From an optimization exercise on the open Yosys and OpenROAD flow, aimed at small area; shortcuts taken in it are not production practice.
RTL that was checked went through simulation tests only; none was proved equivalent to the original.
Power is estimated from default activity; no workload was simulated.

## the baseline
// psk_mod
module psk_mod (
    input  wire        clk,
    input  wire        rst,
    input  wire        tok_valid,
    output wire        tok_ready,
    input  wire [2:0]  tok_tag,
    input  wire [15:0] tok_data,
    input  wire        cancel,
    input  wire        smp_valid,
    output wire        smp_ready,
    input  wire [63:0] smp_t,
    output wire        res_valid,
    output wire [7:0]  res_amp,
    output wire        res_phase,
    output wire [31:0] res_freq,
    output wire        res_ack,
    output wire [7:0]  res_handle,
    output wire [1:0]  fault
);
Size: ~770 cells after synthesis, about 130 flip-flops, about 0.0067 mm^2 of cells after synthesis.
export LEC_CHECK = 0
export ABC_AREA = 1
export CAP_MARGIN = 20
export CORE_MARGIN = 2
export CORE_UTILIZATION = 40
export SLEW_MARGIN = 20
create_clock -name core_clock -period 100.0 [get_ports {clk}]
standard.sh (not shown) runs the stock make flow with config.mk's settings and CLKGATE_MAP_FILE= SYNTH_SCRIPT=/design/flow/synth_recipe.tcl, a recipe that flattens the netlist after the stock synthesis.
==> flow/flow/run.sh <==
#!/bin/bash
# The standard layout (standard.sh: ORFS synthesis, floorplan, place,
# CTS, route, finish), with these changes made through the environment that
# ORFS reads:
#  - synthesis maps the logic with the ABC script flow/abc_area.script (a
#    stronger area-oriented mapping; ABC only sees the combinational logic,
#    so the registers are those of the standard synthesis), and leaves the
#    adders to ABC instead of mapping them to fixed full/half adder cells;
#  - the input and output port buffers use the smallest buffer cell;
#  - clock tree synthesis inserts no dummy loads and uses clkbuf_8 buffers.
# The full make output goes to standard.log; ORFS's own per-step logs are
# under orfs/logs/.
set -o pipefail
rm -rf scripts_abc
cp -r "$FLOW_HOME/scripts" scripts_abc
cp flow/abc_area.script scripts_abc/abc_area.script
export SCRIPTS_DIR="$PWD/scripts_abc"
export ABC_AREA=1
export ADDER_MAP_FILE=
export BUFFER_PORTS_ARGS="-buffer_cell sky130_fd_sc_hd__buf_1"
export CTS_ARGS="-sink_clustering_enable -repair_clock_nets -dont_use_dummy_load -buf_list sky130_fd_sc_hd__clkbuf_8"
bash standard.sh > standard.log 2>&1
==> flow/flow/abc_area.script <==
strash
&get -n
&fraig -x
&st
&syn2
&dch -f
&nf -R 1000
&st
&syn2
&dch -f
&nf -R 1000
&put
Relative to the baseline, the following input files were edited for the candidate:
-- flow/design.v --
<<< the baseline, line 7
    input  wire [15:0] tok_data,
    input  wire        hold,        
    input  wire [4:0]  lc,          
    input  wire        pop,
    output wire        q_vis,       
>>> the candidate, line 7
    input  wire [15:0] tok_data,
    input  wire        hold,        
    input  wire        pop,
    output wire        q_vis,       
<<< the baseline, line 15
    reg [7:0]  acc_q;       
    reg        lz_q;
    reg        run_q;       
    reg [7:0]  s0_q;        
    reg [7:0]  s1_q;        
    reg [2:0]  t1_q;        
    reg        v0_q, v1_q, g_q;
    wire busy     = run_q;
    wire [3:0] bi = ~lc[3:0];   
    wire q_empty  = !v0_q && !v1_q && !g_q;
    wire is_data  = (tok_tag == 3'd0);
    wire a_empty  = (acc_q == 8'd1);
    wire pk_ok    = !hold && (busy || (q_empty && (lc == 5'd0)));
    wire pk_go    = tok_valid && pk_ok;
    wire pk_b     = is_data & tok_data[bi];
    wire pk_shift = pk_go && (is_data || !a_empty);
    wire [7:0] unit = {acc_q[6:0], pk_b};
    wire unit_done = pk_shift && acc_q[7];
    wire pk_stop  = is_data ? ((!pk_b && lz_q) || (bi == 4'd0)) : a_empty;
    assign tok_ready = pk_ok && pk_stop;
    wire tok_fire = tok_valid && tok_ready;
>>> the candidate, line 14
    reg [7:0]  acc_q;       
    reg        lz_q;
    reg [3:0]  bi_q;        
    reg [7:0]  s0_q;        
    reg [7:0]  s1_q;        
    reg [2:0]  t1_q;        
    reg        v0_q, v1_q, g_q;
    wire busy     = (bi_q != 4'd15);
    wire q_empty  = !v0_q && !v1_q && !g_q;
    wire is_data  = (tok_tag == 3'd0);
    wire a_empty  = (acc_q == 8'd1);
    wire pk_ok    = !hold && (busy || q_empty);
    wire pk_go    = tok_valid && pk_ok;
    wire pk_b     = is_data & tok_data[bi_q];
    wire pk_shift = pk_go && (is_data || !a_empty);
    wire [7:0] unit = {acc_q[6:0], pk_b};
    wire unit_done = pk_shift && acc_q[7];
    wire pk_stop  = is_data ? ((!pk_b && lz_q) || (bi_q == 4'd0)) : a_empty;
    assign tok_ready = pk_ok && pk_stop;
    wire tok_fire = tok_valid && tok_ready;
<<< the baseline, line 41
            acc_q <= 8'd1;
            lz_q  <= 1'b0;
            run_q <= 1'b0;
            v0_q  <= 1'b0;
            v1_q  <= 1'b0;
            g_q   <= 1'b0;
        end else begin
            if (pk_go) run_q <= !tok_fire;
            if (pk_shift) begin
                acc_q <= acc_q[7] ? 8'd1 : unit;
>>> the candidate, line 39
            acc_q <= 8'd1;
            lz_q  <= 1'b0;
            bi_q  <= 4'd15;
            v0_q  <= 1'b0;
            v1_q  <= 1'b0;
            g_q   <= 1'b0;
        end else begin
            if (pk_go) bi_q <= tok_fire ? 4'd15 : bi_q - 4'd1;
            if (pk_shift) begin
                acc_q <= acc_q[7] ? 8'd1 : unit;
<<< the baseline, line 99
    reg        pend_q;
    wire lc0  = (lc_q == 5'd0);
    wire lc6  = (lc_q == 5'd6);
    wire lc25 = (lc_q == 5'd25);
    wire [6:0] rin = lc0 ? {2'b00, t[63:59]} : rem_q;
>>> the candidate, line 97
    reg        pend_q;
    wire lc0  = (lc_q == 5'd0);
    wire lc5  = (lc_q == 5'd5);
    wire lc25 = (lc_q == 5'd25);
    wire [6:0] rin = lc0 ? {2'b00, t[63:59]} : rem_q;
<<< the baseline, line 136
            pend_q <= real_now && !lc25;
            if (lc25 && pend_q) mul_q <= 1'b1;
            else if (lc6)       mul_q <= 1'b0;
            if (accepted)      diff_q <= 1'b0;
            else if (real_now) diff_q <= diff_q | dx;
>>> the candidate, line 134
            pend_q <= real_now && !lc25;
            if (lc25 && pend_q) mul_q <= 1'b1;
            else if (lc5)       mul_q <= 1'b0;
            if (accepted)      diff_q <= 1'b0;
            else if (real_now) diff_q <= diff_q | dx;
<<< the baseline, line 162
    output reg         cancel_q,
    output reg  [1:0]  fault_q,
    output wire        res_valid,
    output reg  [7:0]  res_amp,
    output wire        res_phase,
>>> the candidate, line 160
    output reg         cancel_q,
    output reg  [1:0]  fault_q,
    output reg         res_valid,
    output reg  [7:0]  res_amp,
    output wire        res_phase,
<<< the baseline, line 174
    wire lc0 = (lc_q == 5'd0);
    assign smp_ready = mul_q && (lc_q == 5'd5);
    assign res_valid = mul_q && (lc_q == 5'd6);
    wire smp_fire = smp_valid && smp_ready;
    function automatic ge_c14(input [13:0] x, input [13:0] c);
>>> the candidate, line 172
    wire lc0 = (lc_q == 5'd0);
    assign smp_ready = mul_q && (lc_q == 5'd5);
    wire smp_fire = smp_valid && smp_ready;
    function automatic ge_c14(input [13:0] x, input [13:0] c);
<<< the baseline, line 298
            cancel_q  <= 1'b0;
            fault_q   <= 2'd0;
        end else begin
            if (cancel) cancel_q <= 1'b1;
            if (smp_fire) begin
>>> the candidate, line 295
            cancel_q  <= 1'b0;
            fault_q   <= 2'd0;
            res_valid <= 1'b0;
        end else begin
            res_valid <= smp_fire;
            if (cancel) cancel_q <= 1'b1;
            if (smp_fire) begin
<<< the baseline, line 399
        .tok_data  (tok_data),
        .hold      (cancelled || (fault != 2'd0) || mul),
        .lc        (lc),
        .pop       (pop),
        .q_vis     (q_vis),
>>> the candidate, line 398
        .tok_data  (tok_data),
        .hold      (cancelled || (fault != 2'd0) || mul),
        .pop       (pop),
        .q_vis     (q_vis),
### Flow results
From the baseline to the candidate the numbers moved as follows: area after synthesis higher, weighted congestion at the end of routability-driven global placement lower, non-clock buffer count lower. Relative to the baseline, worst setup slack decreased by 0.34 ns in the candidate. Delta (the candidate minus the baseline): via count -22; number of sequential cells moved up; multi-input gate share of the layout cell area increased 0.34 points; global-route usage decreased 1.0 points. After detailed routing, the baseline needs more wire than the candidate. The baseline -> the candidate: post-detailed-route DRC marker count delta 0, exact match. Row maximum clock rate: the candidate lower / the baseline higher. Of the two values seen for critical path startpoint, tok_data[8] was produced by the baseline and tok_data[7] by the candidate. The candidate gives less number of ordinary inverters in the final layout than the baseline did.
No run of this note included a check of the RTL's function; only the layout flow was run.

========
Another version of the RTL of psk_mod (not shown whole).
Size: about 130 flip-flops.
export LEC_CHECK = 0
export ABC_AREA = 1
export CAP_MARGIN = 20
export CORE_MARGIN = 2
export CORE_UTILIZATION = 40
export SLEW_MARGIN = 20
create_clock -name core_clock -period 100.0 [get_ports {clk}]
Scripts as last shown in full above: flow/flow/run.sh, flow/flow/abc_area.script
Then changed:
--- a/flow/design.v
+++ b/flow/design.v
@@ -95,13 +95,13 @@
                 r = c[i] ? (x[i] & r) : (x[i] | r);
             ge_c14 = r;
         end
     endfunction
     reg        pend_q;
     wire lc0  = (lc_q == 5'd0);
-    wire lc6  = (lc_q == 5'd6);
+    wire lc5  = (lc_q == 5'd5);
     wire lc25 = (lc_q == 5'd25);
     wire [6:0] rin = lc0 ? {2'b00, t[63:59]} : rem_q;
     wire [31:0] dhi, dlo;
     genvar gi;
     generate
         for (gi = 0; gi < 32; gi = gi + 1) begin : g_dig
@@ -132,13 +132,13 @@
             mul_q  <= 1'b0;
             diff_q <= 1'b1;
         end else begin
             lc_q   <= lc25 ? 5'd0 : lc_q + 5'd1;
             pend_q <= real_now && !lc25;
             if (lc25 && pend_q) mul_q <= 1'b1;
-            else if (lc6)       mul_q <= 1'b0;
+            else if (lc5)       mul_q <= 1'b0;
             if (accepted)      diff_q <= 1'b0;
             else if (real_now) diff_q <= diff_q | dx;
         end
         if (!mul_q) rem_q <= vr[6:0];
         ce_q <= {ce_q[24:0], real_now ? qd[0] : ce_q[25]};
         co_q <= {co_q[24:0], real_now ? qd[1] : co_q[25]};
@@ -157,26 +157,25 @@
     input  wire        diff_q,
     input  wire        q_vis,
     input  wire [2:0]  h_tag,
     input  wire [7:0]  h_d,
     output wire        pop,
     output reg         cancel_q,
-    output wire [1:0]  fault_q,
-    output wire        res_valid,
+    output reg  [1:0]  fault_q,
+    output reg         res_valid,
     output reg  [7:0]  res_amp,
     output wire        res_phase,
     output reg         res_ack,
     output wire [7:0]  res_handle
 );
     localparam [1:0] K_OFF = 2'd0;
     localparam [1:0] K_PRE = 2'd1;
     localparam [1:0] K_TX  = 2'd2;
     localparam [1:0] K_END = 2'd3;
     wire lc0 = (lc_q == 5'd0);
     assign smp_ready = mul_q && (lc_q == 5'd5);
-    assign res_valid = mul_q && (lc_q == 5'd6);
     wire smp_fire = smp_valid && smp_ready;
     function automatic ge_c14(input [13:0] x, input [13:0] c);
         integer i;
         reg     r;
         begin
             r = 1'b1;
@@ -281,32 +280,32 @@
                     K_TX:         fall2 = !bb;
                     default:      fall2 = 1'b0;
                 endcase
             end
         end
     end
-    assign pop = smp_fire && popr && (flt == 2'd0);
-    reg faulted_q;
-    assign fault_q = faulted_q ? ((h_tag == 3'd0) ? 2'd2 : 2'd1) : 2'd0;
+    assign pop = smp_fire && popr;
     wire [7:0] amp;
     psk_amp u_amp(.rem_q(rem_q), .t_lo(t_lo), .sn2(sn2), .rise2(rise2), .fall2(fall2), .kind1(kind1), .c2(c2), .lc_q(lc_q), .res_amp(res_amp), .amp(amp));
     always @(posedge clk) begin
         if (rst) begin
             kind_q    <= K_OFF;
             c_q       <= 6'd32;
             phase_q   <= 1'b0;
             sn_q      <= 1'b1;
             fall_q    <= 1'b0;
             rise_q    <= 1'b0;
             cancel_q  <= 1'b0;
-            faulted_q <= 1'b0;
+            fault_q   <= 2'd0;
+            res_valid <= 1'b0;
         end else begin
+            res_valid <= smp_fire;
             if (cancel) cancel_q <= 1'b1;
             if (smp_fire) begin
                 if (flt != 2'd0) begin
-                    faulted_q <= 1'b1;
+                    fault_q <= flt;
                 end else begin
                     kind_q  <= kind1;
                     c_q     <= c2;
                     h_q     <= h1;
                     phase_q <= phase2;
                     sn_q    <= sn2;
@@ -344,27 +343,26 @@
     wire [12:0] z     = r + 13'd50 * r[3:0];
     wire [2:0]  zk    = ge_c14({1'b0, z}, 14'd4000) ? 3'd5 : ge_c14({1'b0, z}, 14'd3200) ? 3'd4 :
                         ge_c14({1'b0, z}, 14'd2400) ? 3'd3 : ge_c14({1'b0, z}, 14'd1600) ? 3'd2 :
                         ge_c14({1'b0, z}, 14'd800)  ? 3'd1 : 3'd0;
     wire [7:0]  shape = r[11:4] + zk;
     wire [7:0]  base  = dip ? shape : 8'd255;
-    wire        is_end = (kind1 == K_END);
-    wire        full  = (kind1 == K_TX) || (c2[5] ^ is_end);
-    wire [5:0]  g     = (kind1 == K_TX) ? 6'd31 : is_end ? (c2[5] ? 6'd0 : {1'b0, ~c2[4:0]}) : (c2[5] ? 6'd31 : c2);
+    wire [5:0]  g     = (kind1 == K_END) ? (6'd32 - c2) : c2;
+    wire        full  = (kind1 == K_TX) || g[5];
     wire        off   = (kind1 == K_OFF);
     reg         gbit;
     always @* begin
         case (lc_q[2:0])
             3'd1:    gbit = g[0];
             3'd2:    gbit = g[1];
             3'd3:    gbit = g[2];
             3'd4:    gbit = g[3];
             default: gbit = g[4];
         endcase
     end
-    wire [8:0]  asum  = res_amp + (gbit ? base : 8'd0);
+    wire [8:0]  asum  = res_amp + ((gbit || full) ? base : 8'd0);
     assign amp   = lc0 ? (full ? base : 8'd0) : (off ? 8'd0 : asum[8:1]);
 endmodule
 module psk_mod (
     input  wire        clk,
     input  wire        rst,
     input  wire        tok_valid,
=> The changed run passed the timing, design-rule and antenna checks. Final cell count went down by 1.2%. Synthesized area is about the same. Total power is higher by 0.59%. Setup slack gets worse by 0.11 ns. Cell area drops by 1.1%. Global-route usage goes up by 0.74 points. Clock skew hardly moves. Count of clock-buffer cells in the layout does not change. Combinational power came out lower by 4.6%. Core utilization fell by 0.33 points. Clock power rose by about 2%. Register-to-register slack loses 0.44 ns. Routed wire length came out higher by 2.5%. Die area is about the same.

[afterwards: timing with drivers on the ports]
The results above use ideal ports. As a check the final layouts listed here were re-extracted and re-timed, cells and wires unchanged. Step 1 sets driving cells, clkbuf_16 on the clock port and buf_2 on the other inputs (assumed; they add their load-dependent delay and slew). Step 2 times the ports against the registers' clock, not the clock port: input delays grow and output delays shrink by t, the midpoint of the rising clock arrivals with the driver on. a / b / c = no drivers / after step 1 / after step 2; a / b = the first two.
run	t, ns	setup WS [ns]	worst setup path at the end	clock arrival spread, ns	worst register clock-pin slew, ns
the baseline	0.468	58.565 / 58.541 / 58.541	input to output	0.038 / 0.037	0.09 / 0.09
the candidate	0.449	58.226 / 58.204 / 58.204	input to output	0.029 / 0.029	0.08 / 0.08
the first run of note 2	0.450	58.674 / 58.651 / 58.651	input to output	0.031 / 0.031	0.08 / 0.08
the second run of note 2	0.466	58.568 / 58.548 / 58.548	input to output	0.022 / 0.023	0.07 / 0.07
After both steps every run listed still meets setup and hold. For the baseline, which loses most, drivers alone change the setup slack by -0.024 ns; drivers and shift together by -0.024 ns.
